Source: an optimization exercise on an open RTL-to-GDS flow (aim: small area, a short achievable clock period and few clock cycles per item). Production flows keep margins and buffers that such runs may drop. Function was checked by simulation only, so behaviour that the tests miss may differ from the original.

==> inputs of job 126 <==
==> flow/design.v <==
module mnet_crc_step (
    input  wire [15:0] crc_in,
    input  wire [7:0]  data,
    output reg  [15:0] crc_out
);
    integer i;
    always @(*) begin
        crc_out = crc_in ^ {data, 8'h00};
        for (i = 0; i < 8; i = i + 1) begin
            if (crc_out[15])
                crc_out = {crc_out[14:0], 1'b0} ^ 16'h1021;
            else
                crc_out = {crc_out[14:0], 1'b0};
        end
    end
endmodule
module mnet_rxv (
    input  wire        clk,
    input  wire        rst,
    input  wire        key_wr,
    input  wire [2:0]  key_len,
    input  wire [47:0] key_data,
    input  wire        line_rx_valid,
    output wire        line_rx_ready,
    input  wire [7:0]  line_rx_data,
    input  wire        rx_obf,
    output wire        resp_valid,
    input  wire        resp_ready,
    output wire [7:0]  resp_data,
    output wire        resp_last
);
    localparam NB = 16;           
    localparam NS = 17;           
    localparam QD = 8;            
    localparam QA = 3;            
    localparam Q_OK  = 2'd0,
               Q_CRC = 2'd1,
               Q_BAD = 2'd2;
    integer k;
    genvar gb;
    reg [47:0] key;
    reg [2:0]  klen;
    always @(posedge clk) begin
        if (rst) begin
            klen <= 3'd0;
        end else if (key_wr && key_len >= 3'd3 && key_len <= 3'd6) begin
            klen <= key_len;
            key  <= key_data;
        end
    end
    reg       rdy_q;
    reg       i_v, s_v;
    reg [7:0] i_d, s_d;
    reg       i_o, s_o;
    reg       i_ff, i_01, i_04, i_00;
    wire      acc = line_rx_valid && rdy_q;
    wire      consume;
    assign line_rx_ready = rdy_q;
    wire [7:0] n_d = s_v ? s_d : line_rx_data;
    wire       n_o = s_v ? s_o : rx_obf;
    always @(posedge clk) begin
        if (rst) begin
            i_v   <= 1'b0;
            s_v   <= 1'b0;
            rdy_q <= 1'b0;
        end else begin
            if (!i_v || consume) begin
                i_d  <= n_d;
                i_o  <= n_o;
                i_ff <= (n_d == 8'hFF);
                i_01 <= (n_d == 8'h01);
                i_04 <= (n_d == 8'h04);
                i_00 <= (n_d == 8'h00);
                i_v  <= s_v || acc;
                s_v  <= s_v && acc;
            end else begin
                if (acc) s_v <= 1'b1;
            end
            if (acc && (s_v || (i_v && !consume))) begin
                s_d <= line_rx_data; s_o <= rx_obf;
            end
            rdy_q <= !((s_v && !(consume || !i_v)) || (acc && i_v && !consume) || (acc && s_v));
        end
    end
    reg [8:0] wc, cm, rc;
    reg [4:0] rdd;                
    reg       at_rc;              
    reg [4:0] ph;                 
    reg       room;               
    function [4:0] inc17(input [4:0] x);
        inc17 = (x == 5'd16) ? 5'd0 : x + 5'd1;
    endfunction
    function [4:0] dec17(input [4:0] x);
        dec17 = (x == 5'd0) ? 5'd16 : x - 5'd1;
    endfunction
    reg [7:0]  wb [0:NB-1];
    reg [4:0]  np;                
    reg [3:0]  wbk;
    reg [NB-1:0] woh;             
    reg [4:0]  dd;
    reg [4:0]  wd, cd;            
    reg        we;                
    reg        npnz, np1;         
    wire [7:0] rout [0:NB-1];     
    wire [7:0] rnext [0:NB-1];    
    reg  [NB-1:0] roh;            
    wire [NB-1:0] woh_n, roh_n;   
    wire [NB-1:0] woh_s;          
    wire [NB-1:0] wcoh;           
    reg  [7:0] wbn, rrn;          
    reg  [7:0] wbd, rring;        
    wire       wb_free;
    wire [7:0] pay_x;
    integer b;
    always @(*) begin
        wbn = 8'h00;
        rrn = 8'h00;
        for (b = 0; b < NB; b = b + 1) begin
            wbn = wbn | (wb[b]    & {8{woh_s[b]}});
            rrn = rrn | (rnext[b] & {8{roh_n[b]}});
        end
    end
    always @(posedge clk) begin
        wbd   <= (wb_free && ((woh_s & wcoh) != {NB{1'b0}})) ? pay_x : wbn;
        rring <= rrn;
    end
    generate
        for (gb = 0; gb < NB; gb = gb + 1) begin : bank
            reg [8*NS-1:0] r;
            always @(posedge clk) begin
                r <= {r[8*NS-9:0], (we && woh[gb]) ? wbd : r[8*NS-1 -: 8]};
            end
            assign rout[gb]  = r[8*NS-1 -: 8];
            assign rnext[gb] = r[8*NS-9 -: 8];
            assign wcoh[gb]  = (wc[3:0] == gb);
        end
    endgenerate
    reg        p_hunt, p_hdr, p_pay, p_crc1, p_crc2, p_term;
    reg        p_body;    
    reg        p_st;      
    reg        esc;
    reg [4:0]  hc;        
    reg [7:0]  rem;       
    reg        rem1;      
    reg [15:0] crc;
    reg        crc0;      
    reg        obf;
    reg [2:0]  ki;        
    reg [7:0]  kn;        
    reg [7:0]  kx;        
    wire [2:0] ki_n = (ki == klen - 3'd1) ? 3'd0 : ki + 3'd1;
    reg  [7:0] key_n;
    always @(*) begin
        case (ki_n)
            3'd0:    key_n = key[7:0];
            3'd1:    key_n = key[15:8];
            3'd2:    key_n = key[23:16];
            3'd3:    key_n = key[31:24];
            3'd4:    key_n = key[39:32];
            default: key_n = key[47:40];
        endcase
    end
    wire [15:0] crc_next;
    mnet_crc_step u_crc (.crc_in(crc), .data(i_d), .crc_out(crc_next));
    reg [1:0]  sq [0:QD-1];
    reg [QA:0] sq_wp, sq_rp;
    reg        sq_full;
    reg        sq_ne;         
    reg  [1:0] sq_head;       
    wire in_body   = p_body;
    wire body_ok   = esc ? i_ff : !i_ff;             
    wire esc_start = in_body && !esc && i_ff;
    wire lone_esc  = in_body && esc && !i_ff;
    wire body_byte = in_body && body_ok;
    wire store     = p_st && body_ok;
    wire start     = p_hunt && i_01;
    wire fr_end    = p_term || lone_esc;
    wire good_end  = p_term && i_04 && crc0;
    wire bad_end   = fr_end && !good_end;
    reg  wb_free_q;       
    assign wb_free = wb_free_q;
    wire can = !((store || start) && !(wb_free && room)) && !(fr_end && sq_full)
               && !(bad_end && npnz);
    assign consume = i_v && can;
    assign pay_x = (obf && p_pay) ? (i_d ^ kx) : i_d;
    wire       wr    = consume && store;
    wire [1:0] st_code = good_end ? Q_OK : (p_term && i_04) ? Q_CRC : Q_BAD;
    always @(posedge clk) begin
        if (rst) begin
            p_hunt <= 1'b1;
            p_hdr  <= 1'b0;
            p_pay  <= 1'b0;
            p_crc1 <= 1'b0;
            p_crc2 <= 1'b0;
            p_term <= 1'b0;
            p_body <= 1'b0;
            p_st   <= 1'b0;
            esc    <= 1'b0;
            sq_wp  <= {(QA+1){1'b0}};
        end else if (consume) begin
            if (p_hunt && i_01) begin
                p_hunt <= 1'b0;
                p_hdr  <= 1'b1;
                p_body <= 1'b1;
                p_st   <= 1'b1;
                esc    <= 1'b0;
                hc     <= 5'b00001;
                crc    <= 16'h0000;
                crc0   <= 1'b1;
                obf    <= i_o && (klen != 3'd0);
                ki     <= 3'd1;
                kn     <= key[15:8];
                kx     <= key[7:0];
            end
            if (p_term || lone_esc) begin
                p_term <= 1'b0;
                p_hdr  <= 1'b0;
                p_pay  <= 1'b0;
                p_crc1 <= 1'b0;
                p_crc2 <= 1'b0;
                p_body <= 1'b0;
                p_st   <= 1'b0;
                p_hunt <= 1'b1;
            end
            if (esc_start) esc <= 1'b1;
            if (body_byte) begin
                esc <= 1'b0;
                crc <= crc_next;
                crc0 <= (crc_next == 16'h0000);
                if (p_hdr) begin
                    hc <= {hc[3:0], 1'b0};
                    if (hc[4]) begin
                        rem    <= i_d;
                        rem1   <= (i_d == 8'h01);
                        p_hdr  <= 1'b0;
                        p_pay  <= !i_00;
                        p_crc1 <= i_00;
                        p_st   <= !i_00;
                    end
                end
                if (p_pay) begin
                    rem  <= rem - 8'd1;
                    rem1 <= (rem == 8'd2);
                    ki   <= ki_n;
                    kn   <= key_n;
                    kx   <= kn ^ i_d;
                    if (rem1) begin
                        p_pay  <= 1'b0;
                        p_crc1 <= 1'b1;
                        p_st   <= 1'b0;
                    end
                end
                if (p_crc1) begin
                    p_crc1 <= 1'b0;
                    p_crc2 <= 1'b1;
                end
                if (p_crc2) begin
                    p_crc2 <= 1'b0;
                    p_term <= 1'b1;
                    p_body <= 1'b0;
                end
            end
            if (fr_end) begin
                sq_wp <= sq_wp + 1'b1;
            end
        end
    end
    wire       sq_push = consume && fr_end;
    wire       sq_pop;
    wire [QA:0] sq_wp1 = sq_wp + 1'b1;
    wire [QA:0] sq_rpn = sq_rp + sq_pop;
    wire        sqf_p  = (sq_wp1[QA] != sq_rpn[QA]) && (sq_wp1[QA-1:0] == sq_rpn[QA-1:0]);
    wire        sqf_n  = (sq_wp[QA] != sq_rpn[QA]) && (sq_wp[QA-1:0] == sq_rpn[QA-1:0]);
    always @(posedge clk) begin
        if (rst) sq_full <= 1'b0;
        else     sq_full <= sq_push ? sqf_p : sqf_n;
    end
    always @(posedge clk) begin
        if (!sq_full) sq[sq_wp[QA-1:0]] <= st_code;
    end
    always @(posedge clk) begin
        if (rst) sq_ne <= 1'b0;
        else     sq_ne <= sq_push || (sq_wp != sq_rpn);
        sq_head <= (sq_rpn == sq_wp) ? st_code : sq[sq_rpn[QA-1:0]];
    end
    wire       inc  = consume && (store || start);
    wire [4:0] np_k = np - {4'd0, we};
    always @(posedge clk) begin
        if (rst)      wb_free_q <= 1'b1;
        else if (inc) wb_free_q <= (np_k < 5'd15);
        else          wb_free_q <= (np_k < 5'd16);
    end
    assign woh_s = we ? {woh[NB-2:0], woh[NB-1]} : woh;
    assign woh_n = (consume && bad_end) ? ({{(NB-1){1'b0}}, 1'b1} << cm[3:0]) : woh_s;
    always @(posedge clk) begin
        if (rst) begin
            wc   <= 9'd0;
            cm   <= 9'd0;
            ph   <= 5'd0;
            np   <= 5'd0;
            npnz <= 1'b0;
            np1  <= 1'b0;
            we   <= 1'b0;
            wbk  <= 4'd0;
            woh  <= {{(NB-1){1'b0}}, 1'b1};
            dd   <= 5'd0;
            wd   <= 5'd0;
            cd   <= 5'd0;
            room <= 1'b0;
        end else begin
            woh  <= woh_n;
            ph   <= inc17(ph);
            room <= ((wc - rc) < 9'd270);
            np   <= inc ? np_k + 5'd1 : np_k;
            npnz <= inc ? 1'b1 : (np_k != 5'd0);
            np1  <= inc ? (np_k == 5'd0) : (np_k == 5'd1);
            we   <= we ? (inc || !np1) : ((dd == 5'd1) && (inc || npnz));
            if (we) begin
                wbk <= wbk + 4'd1;
            end
            else    dd  <= dec17(dd);
            cd <= dec17(cd);
            if (wb_free) wb[wc[3:0]] <= pay_x;
            if (inc) begin
                wc <= wc + 9'd1;
            end else begin
                wd <= dec17(wd);
            end
            if (consume && good_end) begin
                cm <= wc;
                cd <= dec17(wd);
            end
            if (consume && bad_end) begin
                wc  <= cm;
                wd  <= dec17(cd);
                wbk <= cm[3:0];
                dd  <= dec17(cd);
            end
        end
    end
    localparam R_IDLE = 1'b0, R_DATA = 1'b1;
    reg         rs;
    reg [2:0]   rhc;        
    reg [7:0]   rrem;       
    reg         rrem1;      
    reg         space;      
    reg         len_end;    
    wire        byp   = we && (wbk == rc[3:0]);
    wire [7:0]  rbyte = byp ? wbd : rring;
    wire        rzero = (rbyte == 8'h00);
    reg       o_v, o_l;
    reg [7:0] o_d;
    assign resp_valid = o_v;
    assign resp_data  = o_d;
    assign resp_last  = o_l;
    wire       r_stat  = ((rs == R_IDLE) || len_end) && sq_ne && space;
    assign roh_n = (r_data || (r_stat && sq_head == Q_OK)) ? {roh[NB-2:0], roh[NB-1]} : roh;
    wire       r_data  = (rs == R_DATA) && at_rc && space && !len_end;
    assign     sq_pop  = r_stat;
    wire       d_last  = (rhc == 3'd4) ? rzero : (rhc == 3'd5) && rrem1;
    always @(posedge clk) begin
        if (rst) begin
            rs      <= R_IDLE;
            sq_rp   <= {(QA+1){1'b0}};
            rc      <= 9'd0;
            rdd     <= 5'd0;
            at_rc   <= 1'b1;
            roh     <= {{(NB-1){1'b0}}, 1'b1};
            len_end <= 1'b0;
        end else begin
            len_end <= r_data && (rhc == 3'd4) && rzero;
            roh     <= roh_n;
            if (!(r_data || (r_stat && sq_head == Q_OK))) begin
                rdd   <= dec17(rdd);
                at_rc <= (rdd == 5'd1);
            end
            if (len_end) rs <= R_IDLE;
            if (r_stat) begin
                sq_rp <= sq_rp + 1'b1;
                rhc   <= 3'd0;
                if (sq_head == Q_OK) begin
                    rs  <= R_DATA;
                    rc  <= rc + 9'd1;
                end
            end
            if (r_data) begin
                rc  <= rc + 9'd1;
                if (rhc != 3'd5) rhc <= rhc + 3'd1;
                if (rhc == 3'd4) begin
                    rrem  <= rbyte;
                    rrem1 <= (rbyte == 8'h01);
                end else begin
                    rrem  <= rrem - 8'd1;
                    rrem1 <= (rrem == 8'd2);
                end
                if (rhc == 3'd5 && rrem1) rs <= R_IDLE;
            end
        end
    end
    wire       q_v = r_stat || r_data;
    wire [7:0] q_d = r_stat ? ((sq_head == Q_OK) ? 8'h00 : (sq_head == Q_CRC) ? 8'h03 : 8'h02)
                           : rbyte;
    wire       q_l = r_stat ? (sq_head != Q_OK) : d_last;
    reg  [7:0] e_d0, e_d1;
    reg        e_l0, e_l1;
    reg        e_wp, e_rp;      
    reg        e_2;             
    wire       drain = o_v && resp_ready;
    wire       rp_n  = e_rp ^ drain;
    wire [7:0] n_d0 = (q_v && !e_wp) ? q_d : e_d0;
    wire [7:0] n_d1 = (q_v &&  e_wp) ? q_d : e_d1;
    wire       n_l0 = (q_v && !e_wp) ? q_l : e_l0;
    wire       n_l1 = (q_v &&  e_wp) ? q_l : e_l1;
    wire       v_n   = q_v || (o_v && !drain) || e_2;
    wire       two_n = (e_2 && !drain) || (q_v && o_v && !drain) || (q_v && e_2);
    always @(posedge clk) begin
        if (q_v && !e_wp) begin e_d0 <= q_d; e_l0 <= q_l; end
        if (q_v &&  e_wp) begin e_d1 <= q_d; e_l1 <= q_l; end
        o_d <= rp_n ? n_d1 : n_d0;
        o_l <= rp_n ? n_l1 : n_l0;
    end
    always @(posedge clk) begin
        if (rst) begin
            o_v   <= 1'b0;
            e_2   <= 1'b0;
            e_wp  <= 1'b0;
            e_rp  <= 1'b0;
            space <= 1'b0;
        end else begin
            o_v   <= v_n;
            e_2   <= two_n;
            e_wp  <= e_wp ^ q_v;
            e_rp  <= rp_n;
            space <= !two_n;
        end
    end
endmodule
==> flow/run.sh <==
#!/bin/bash
# synth_recipe.tcl (not shown) runs the flow's synth.tcl, then flattens the netlist and writes it again
# the make line also repeats each setting of config.mk as NAME=value (left out here)
make -C /OpenROAD-flow-scripts/flow DESIGN_CONFIG=/design/flow/config.mk WORK_HOME=/design/flow/orfs CLKGATE_MAP_FILE= SYNTH_SCRIPT=/design/flow/synth_recipe.tcl finish
==> flow/config.mk <==
export PLATFORM = sky130hd
export DESIGN_NAME = mnet_rxv
export DESIGN_NICKNAME = mnet_rxv
export VERILOG_FILES = /design/flow/design.v
export SDC_FILE = /design/flow/constraint.sdc
export NUM_CORES = 4
export LEC_CHECK = 0
export ABC_CLOCK_PERIOD_IN_PS = 2300
export CAP_MARGIN = 20
export CORE_MARGIN = 2
export CORE_UTILIZATION = 65
export CTS_CLUSTER_DIAMETER = 100
export CTS_CLUSTER_SIZE = 30
export SETUP_SLACK_MARGIN = 2.75
export SLEW_MARGIN = 20
==> flow/constraint.sdc <==
create_clock -name core_clock -period 5.0 [get_ports {clk}]
set_input_delay 1.0000 -clock core_clock [delete_from_list [all_inputs] [get_ports {clk}]]
set_output_delay 1.0000 -clock core_clock [all_outputs]
set_load 0.01 [all_outputs]
==> job 4708 (differences from job 126) <==
--- a/flow/design.v
+++ b/flow/design.v
@@ -103,26 +103,15 @@
     reg        npnz, np1;         
     wire [7:0] rout [0:NB-1];     
-    wire [7:0] rnext [0:NB-1];    
     reg  [NB-1:0] roh;            
-    wire [NB-1:0] woh_n, roh_n;   
-    wire [NB-1:0] woh_s;          
-    wire [NB-1:0] wcoh;           
-    reg  [7:0] wbn, rrn;          
-    reg  [7:0] wbd, rring;        
-    wire       wb_free;
-    wire [7:0] pay_x;
+    reg  [7:0] wbd, rring;
     integer b;
     always @(*) begin
-        wbn = 8'h00;
-        rrn = 8'h00;
+        wbd   = 8'h00;
+        rring = 8'h00;
         for (b = 0; b < NB; b = b + 1) begin
-            wbn = wbn | (wb[b]    & {8{woh_s[b]}});
-            rrn = rrn | (rnext[b] & {8{roh_n[b]}});
+            wbd   = wbd   | (wb[b]   & {8{woh[b]}});
+            rring = rring | (rout[b] & {8{roh[b]}});
         end
     end
-    always @(posedge clk) begin
-        wbd   <= (wb_free && ((woh_s & wcoh) != {NB{1'b0}})) ? pay_x : wbn;
-        rring <= rrn;
-    end
     generate
         for (gb = 0; gb < NB; gb = gb + 1) begin : bank
@@ -131,7 +120,5 @@
                 r <= {r[8*NS-9:0], (we && woh[gb]) ? wbd : r[8*NS-1 -: 8]};
             end
-            assign rout[gb]  = r[8*NS-1 -: 8];
-            assign rnext[gb] = r[8*NS-9 -: 8];
-            assign wcoh[gb]  = (wc[3:0] == gb);
+            assign rout[gb] = r[8*NS-1 -: 8];
         end
     endgenerate
@@ -146,6 +133,5 @@
     reg        crc0;      
     reg        obf;
-    reg [2:0]  ki;        
-    reg [7:0]  kn;        
+    reg [2:0]  ki;
     reg [7:0]  kx;        
     wire [2:0] ki_n = (ki == klen - 3'd1) ? 3'd0 : ki + 3'd1;
@@ -178,10 +164,9 @@
     wire good_end  = p_term && i_04 && crc0;
     wire bad_end   = fr_end && !good_end;
-    reg  wb_free_q;       
-    assign wb_free = wb_free_q;
+    reg  wb_free;         
     wire can = !((store || start) && !(wb_free && room)) && !(fr_end && sq_full)
                && !(bad_end && npnz);
     assign consume = i_v && can;
-    assign pay_x = (obf && p_pay) ? (i_d ^ kx) : i_d;
+    wire [7:0] pay_x = (obf && p_pay) ? (i_d ^ kx) : i_d;
     wire       wr    = consume && store;
     wire [1:0] st_code = good_end ? Q_OK : (p_term && i_04) ? Q_CRC : Q_BAD;
@@ -209,6 +194,5 @@
                 crc0   <= 1'b1;
                 obf    <= i_o && (klen != 3'd0);
-                ki     <= 3'd1;
-                kn     <= key[15:8];
+                ki     <= 3'd0;
                 kx     <= key[7:0];
             end
@@ -243,6 +227,5 @@
                     rem1 <= (rem == 8'd2);
                     ki   <= ki_n;
-                    kn   <= key_n;
-                    kx   <= kn ^ i_d;
+                    kx   <= key_n ^ i_d;
                     if (rem1) begin
                         p_pay  <= 1'b0;
@@ -287,10 +270,8 @@
     wire [4:0] np_k = np - {4'd0, we};
     always @(posedge clk) begin
-        if (rst)      wb_free_q <= 1'b1;
-        else if (inc) wb_free_q <= (np_k < 5'd15);
-        else          wb_free_q <= (np_k < 5'd16);
+        if (rst)      wb_free <= 1'b1;
+        else if (inc) wb_free <= (np_k < 5'd15);
+        else          wb_free <= (np_k < 5'd16);
     end
-    assign woh_s = we ? {woh[NB-2:0], woh[NB-1]} : woh;
-    assign woh_n = (consume && bad_end) ? ({{(NB-1){1'b0}}, 1'b1} << cm[3:0]) : woh_s;
     always @(posedge clk) begin
         if (rst) begin
@@ -309,5 +290,4 @@
             room <= 1'b0;
         end else begin
-            woh  <= woh_n;
             ph   <= inc17(ph);
             room <= ((wc - rc) < 9'd270);
@@ -318,4 +298,5 @@
             if (we) begin
                 wbk <= wbk + 4'd1;
+                woh <= {woh[NB-2:0], woh[NB-1]};
             end
             else    dd  <= dec17(dd);
@@ -335,4 +316,5 @@
                 wd  <= dec17(cd);
                 wbk <= cm[3:0];
+                woh <= {{(NB-1){1'b0}}, 1'b1} << cm[3:0];
                 dd  <= dec17(cd);
             end
@@ -355,5 +337,4 @@
     assign resp_last  = o_l;
     wire       r_stat  = ((rs == R_IDLE) || len_end) && sq_ne && space;
-    assign roh_n = (r_data || (r_stat && sq_head == Q_OK)) ? {roh[NB-2:0], roh[NB-1]} : roh;
     wire       r_data  = (rs == R_DATA) && at_rc && space && !len_end;
     assign     sq_pop  = r_stat;
@@ -370,5 +351,4 @@
         end else begin
             len_end <= r_data && (rhc == 3'd4) && rzero;
-            roh     <= roh_n;
             if (!(r_data || (r_stat && sq_head == Q_OK))) begin
                 rdd   <= dec17(rdd);
@@ -382,8 +362,10 @@
                     rs  <= R_DATA;
                     rc  <= rc + 9'd1;
+                    roh <= {roh[NB-2:0], roh[NB-1]};
                 end
             end
             if (r_data) begin
                 rc  <= rc + 9'd1;
+                roh <= {roh[NB-2:0], roh[NB-1]};
                 if (rhc != 3'd5) rhc <= rhc + 3'd1;
                 if (rhc == 3'd4) begin
Settings changed: ABC_CLOCK_PERIOD_IN_PS 2300 to 2400, SETUP_SLACK_MARGIN 2.75 to 2.7.
==> run summary <==
outcome finished clean; critical path fanouts, max 6; Filler Cell Count 6374; post-layout instance area 72600 µm²; min-delay src bank[3].r[11]; met1 WL 54600 µm; CP Buf/Inv Count 3; switch share 20.9%
That was job 126.
==> run summary <==
CTS tree yes; CP Buf/Inv Count 1; critical path fanouts, max 5; min-delay src bank[13].r[33]; Filler Cell Count 6464; core box area 98000 µm²; Via density 5.14; met1 WL 51900 µm; post-layout instance area 70300 µm²; outcome finished clean
That was job 4708.
Testbench counts of job 126, summed over its fixed seeds: cycles 16,123, items 192.
Testbench counts of job 4708, summed over its fixed seeds: cycles 16,123, items 192.

static timing again, ports no longer ideal:
How much do the figures lean on ideal ports? The routed layouts below were timed once more, with nothing changed but the port constraints. Step 1 sets driving cells, clkbuf_16 on the clock port and buf_2 on the other inputs (assumed; they add their load-dependent delay and slew). Step 2 adds t to the input delays and takes it off the output delays; t is the mean of the earliest and latest rising clock arrival at the registers after step 1. Input paths then give back, and output paths get back, about the clock's delay inside the block. a / b / c = ideal / step 1 / step 2; a / b = the first two.
run | shift t [ns] | setup WS [ns] | worst setup path after step 2 | worst data-port slew with drivers (ns) | cell pins on the clock port's net
job 126 | 0.784 | 2.560 / 2.560 / 2.104 | input to register | 0.06 | 1
job 4708 | 0.774 | 2.547 / 2.547 / 2.083 | input to register | 0.05 | 1
After both steps every run listed still meets setup and hold. For job 4708, which loses most, drivers alone change the setup slack by 0.000 ns; drivers and shift together by -0.464 ns.
